Source: an optimization exercise on an open RTL-to-GDS flow (aim: small area and a short achievable clock period). Production flows keep margins and buffers that such runs may drop. The RTL was checked by simulation tests, not by an equivalence proof against the original design. Power and IR drop assume default switching activity.

Setup of job 3207:
## pipe_cpu
module pipe_cpu (
    input  wire        clk,
    input  wire        rst,
    output wire [31:0] imem_addr,
    input  wire [31:0] imem_rdata,
    input  wire        host_rf_we,
    input  wire [4:0]  host_rf_waddr,
    input  wire [31:0] host_rf_wdata,
    output wire        rf_we,
    output wire [4:0]  rf_waddr,
    output wire [31:0] rf_wdata,
    output wire [31:0] dmem_addr,
    output wire        dmem_re,
    output wire        dmem_we,
    output wire [31:0] dmem_wdata,
    input  wire [31:0] dmem_rdata,
    output wire [31:0] pc,
    output wire [31:0] ifid_instr,
    output wire [31:0] idex_instr,
    output wire [31:0] exmem_instr,
    output wire [31:0] memwb_instr
);
==> flow/config.mk <==
export PLATFORM = sky130hd
export DESIGN_NAME = pipe_cpu
export DESIGN_NICKNAME = pipe_cpu
export VERILOG_FILES = /design/flow/design.v
export SDC_FILE = /design/flow/constraint.sdc
export NUM_CORES = 4
export LEC_CHECK = 0
export CAP_MARGIN = 20
export CORE_MARGIN = 2
export CORE_UTILIZATION = 40
export SLEW_MARGIN = 20
==> flow/constraint.sdc <==
create_clock -name core_clock -period 7.0 [get_ports {clk}]
set_input_delay 1.4000 -clock core_clock [delete_from_list [all_inputs] [get_ports {clk}]]
set_output_delay 1.4000 -clock core_clock [all_outputs]
set_load 0.01 [all_outputs]
run.sh (not shown) runs the stock make flow with config.mk's settings and CLKGATE_MAP_FILE= SYNTH_SCRIPT=/design/flow/synth_recipe.tcl, a recipe that flattens the netlist after the stock synthesis.
Job 3207 ran to completion and came out clean on the timing, DRC and antenna checks.
Relative to job 3207, the following input files were edited for job 8039:
- setting ABC_CLOCK_PERIOD_IN_PS to 3000 for the first time
- setting SETUP_SLACK_MARGIN to 4.0 for the first time
==> summary.txt <==
met3 global-route usage, job 8039 and job 3207, lower one = job 3207.
STATUS final standard cell area without fillers: job 8039 loses against job 3207
Job 8039 ended with more first-iteration DRC count than job 3207.
Job 8039 ends up with a layout filler cell count that is 421 lower than in job 3207.
Relative to job 3207, the area of all sequential standard cells of job 8039 is higher by 1.3%.
From job 3207 to job 8039 the numbers moved as follows: critical path depth flat, minimum clock period after layout down 1.83 ns.

pipe_cpu, a different RTL version from the one above (not shown whole).
For scale: about 5100 cells after synthesis.
==> flow/config.mk <==
export PLATFORM = sky130hd
export DESIGN_NAME = pipe_cpu
export DESIGN_NICKNAME = pipe_cpu
export VERILOG_FILES = /design/flow/design.v
export SDC_FILE = /design/flow/constraint.sdc
export NUM_CORES = 4
export LEC_CHECK = 0
export CAP_MARGIN = 20
export CORE_MARGIN = 2
export CORE_UTILIZATION = 40
export SETUP_SLACK_MARGIN = 4.2
export SLEW_MARGIN = 20
export SYNTH_HIERARCHICAL = 1
==> flow/constraint.sdc <==
create_clock -name core_clock -period 7.0 [get_ports {clk}]
set_input_delay 1.4000 -clock core_clock [delete_from_list [all_inputs] [get_ports {clk}]]
set_output_delay 1.4000 -clock core_clock [all_outputs]
set_load 0.01 [all_outputs]
standard.sh (not shown) runs the stock make flow with config.mk's settings and CLKGATE_MAP_FILE= SYNTH_SCRIPT=/design/flow/synth_recipe.tcl, a recipe that flattens the netlist after the stock synthesis.
==> flow/flow/run.sh <==
#!/bin/bash
# Own layout flow: the standard ORFS flow (standard.sh, unchanged synthesis,
# floorplan, power grid and tap cells), with placement/CTS choices changed:
#  - the port buffers are buf_2 cells instead of the default pick (a 10 um2
#    delay buffer); every input and output port still gets its own buffer;
#  - CTS adds no dummy loads and clusters up to 25 flip-flops per leaf buffer.
set -euo pipefail
cd "$(dirname "$0")/.."
export BUFFER_PORTS_ARGS="-buffer_cell sky130_fd_sc_hd__buf_2"
export CTS_ARGS="-sink_clustering_enable -repair_clock_nets -dont_use_dummy_load -sink_clustering_size 25 -sink_clustering_max_diameter 100"
bash standard.sh > flow_make.log 2>&1
==> next run, changes <==
==> flow/flow/run.sh (replaced) <==
#!/bin/bash
# Own layout flow: the standard ORFS flow (standard.sh, unchanged synthesis,
# floorplan, power grid and tap cells), with two placement/CTS choices changed:
#  - the port buffers are buf_2 cells instead of the default pick (a 10 um2
#    delay buffer); every input and output port still gets its own buffer;
#  - CTS does not add dummy loads to the clock tree.
set -euo pipefail
cd "$(dirname "$0")/.."
export BUFFER_PORTS_ARGS="-buffer_cell sky130_fd_sc_hd__buf_2"
export CTS_ARGS="-sink_clustering_enable -repair_clock_nets -dont_use_dummy_load"
bash standard.sh > flow_make.log 2>&1
Result: The new run passed the timing, DRC and antenna checks; final area goes up by 2.4%; routed wire length goes up by 0.67%; die area does not change.

Another version of the RTL of pipe_cpu (not shown whole).
For scale: ~4900 cells after synthesis, ~400 I/O pins.
export LEC_CHECK = 0
export CAP_MARGIN = 20
export CORE_MARGIN = 2
export CORE_UTILIZATION = 40
export PLACE_DENSITY = 0.75
export SETUP_SLACK_MARGIN = 4.2
export SLEW_MARGIN = 20
export SYNTH_HIERARCHICAL = 1
create_clock -name core_clock -period 7.0 [get_ports {clk}]
==> flow/flow/run.sh <==
#!/bin/bash
# Own layout flow: the standard ORFS flow (standard.sh, unchanged synthesis,
# floorplan, power grid and tap cells), with placement/CTS choices changed:
#  - the port buffers are buf_2 cells instead of the default pick (a 10 um2
#    delay buffer); every input and output port still gets its own buffer;
#  - CTS adds no dummy loads and clusters up to 25 flip-flops per leaf buffer.
set -euo pipefail
cd "$(dirname "$0")/.."
export BUFFER_PORTS_ARGS="-buffer_cell sky130_fd_sc_hd__buf_2"
export CTS_ARGS="-sink_clustering_enable -repair_clock_nets -dont_use_dummy_load -sink_clustering_size 25 -sink_clustering_max_diameter 100"
bash standard.sh > flow_make.log 2>&1
The baseline went through all stages and came out clean.
Then changed:
--- a/flow/config.mk
+++ b/flow/config.mk
@@ -10,3 +10,2 @@
 export CORE_UTILIZATION = 40
-export PLACE_DENSITY = 0.75
 export SETUP_SLACK_MARGIN = 4.2
Core utilization stays flat.
Routed wire length hardly moves.
Total power increases by 0.40%.
Setup slack gains 0.53 ns.
Cell count decreases by 0.32%.
Sequential share of layout area hardly moves.
Area after synthesis stays the same.
Fmax increases by 18%.
Hold slack gains 0.0067 ns.

Starting RTL as in the previous note.
Design pipe_cpu, start of the top module:
module pipe_cpu (
    input  wire        clk,
    input  wire        rst,
    output wire [31:0] imem_addr,
    input  wire [31:0] imem_rdata,
    input  wire        host_rf_we,
    input  wire [4:0]  host_rf_waddr,
    input  wire [31:0] host_rf_wdata,
    output wire        rf_we,
    output wire [4:0]  rf_waddr,
    output wire [31:0] rf_wdata,
    output wire [31:0] dmem_addr,
    output wire        dmem_re,
    output wire        dmem_we,
    output wire [31:0] dmem_wdata,
    input  wire [31:0] dmem_rdata,
    output wire [31:0] pc,
    output wire [31:0] ifid_instr,
    output wire [31:0] idex_instr,
    output wire [31:0] exmem_instr,
    output wire [31:0] memwb_instr
);
export LEC_CHECK = 0
export CAP_MARGIN = 20
export CORE_MARGIN = 2
export CORE_UTILIZATION = 40
export PLACE_DENSITY = 0.5
export SETUP_SLACK_MARGIN = 4.2
export SLEW_MARGIN = 20
export SYNTH_HIERARCHICAL = 1
create_clock -name core_clock -period 7.0 [get_ports {clk}]
Scripts as last shown in full above: flow/flow/run.sh
The baseline went through all stages and came out clean.
Change:
--- a/flow/config.mk
+++ b/flow/config.mk
@@ -10,4 +10,3 @@
 export CORE_UTILIZATION = 40
-export PLACE_DENSITY = 0.5
-export SETUP_SLACK_MARGIN = 4.2
+export SETUP_SLACK_MARGIN = 4.3
 export SLEW_MARGIN = 20
After rerunning:
- routed wire length stays flat
- setup slack loses 18 ps
- count of clock-buffer cells in the layout goes down by 2
- global-route usage fell by 0.47 points
- cell area came out higher slightly
- first-iteration DRC count went up by about a fifth
- power climbs slightly
- clock power shrinks slightly
- sequential power fell slightly
- synthesized cell count does not change
- worst hold slack is worse by 9.2 ps

[separate check: timing with driven ports]
How much do the figures lean on ideal ports? The routed layouts below were timed once more, with nothing changed but the port constraints. Step 1 sets driving cells, clkbuf_16 on the clock port and buf_2 on the other inputs (assumed; they add their load-dependent delay and slew). Step 2 adds t to the input delays and takes it off the output delays; t is the mean of the earliest and latest rising clock arrival at the registers after step 1. Input paths then give back, and output paths get back, about the clock's delay inside the block. a / b / c = no drivers / after step 1 / after step 2; a / b = the first two.
run	t, ns	setup WS [ns]	worst setup path after step 2	latest minus earliest clock arrival (ns)	pins driven straight from the clock port
job 3207	0.899	1.235 / 1.235 / 1.235	register to register	0.043 / 0.043	1
job 8039	0.879	3.060 / 3.060 / 3.040	input to register	0.049 / 0.049	1
the first run of note 2	0.762	4.090 / 4.022 / 3.260	input to register	0.099 / 0.099	1
the second run of note 2	0.835	4.097 / 4.071 / 3.236	input to register	0.086 / 0.086	1
the first run of note 3	0.754	3.614 / 3.574 / 2.821	input to register	0.094 / 0.093	1
the second run of note 3	0.742	4.141 / 4.003 / 3.261	input to register	0.116 / 0.116	1
the first run of note 4	0.786	4.123 / 4.041 / 3.255	input to register	0.129 / 0.129	1
the second run of note 4	0.774	4.105 / 4.044 / 3.269	input to register	0.148 / 0.147	1
After both steps every run listed still meets setup and hold. For the second run of note 3, which loses most, drivers alone change the setup slack by -0.138 ns; drivers and shift together by -0.880 ns.
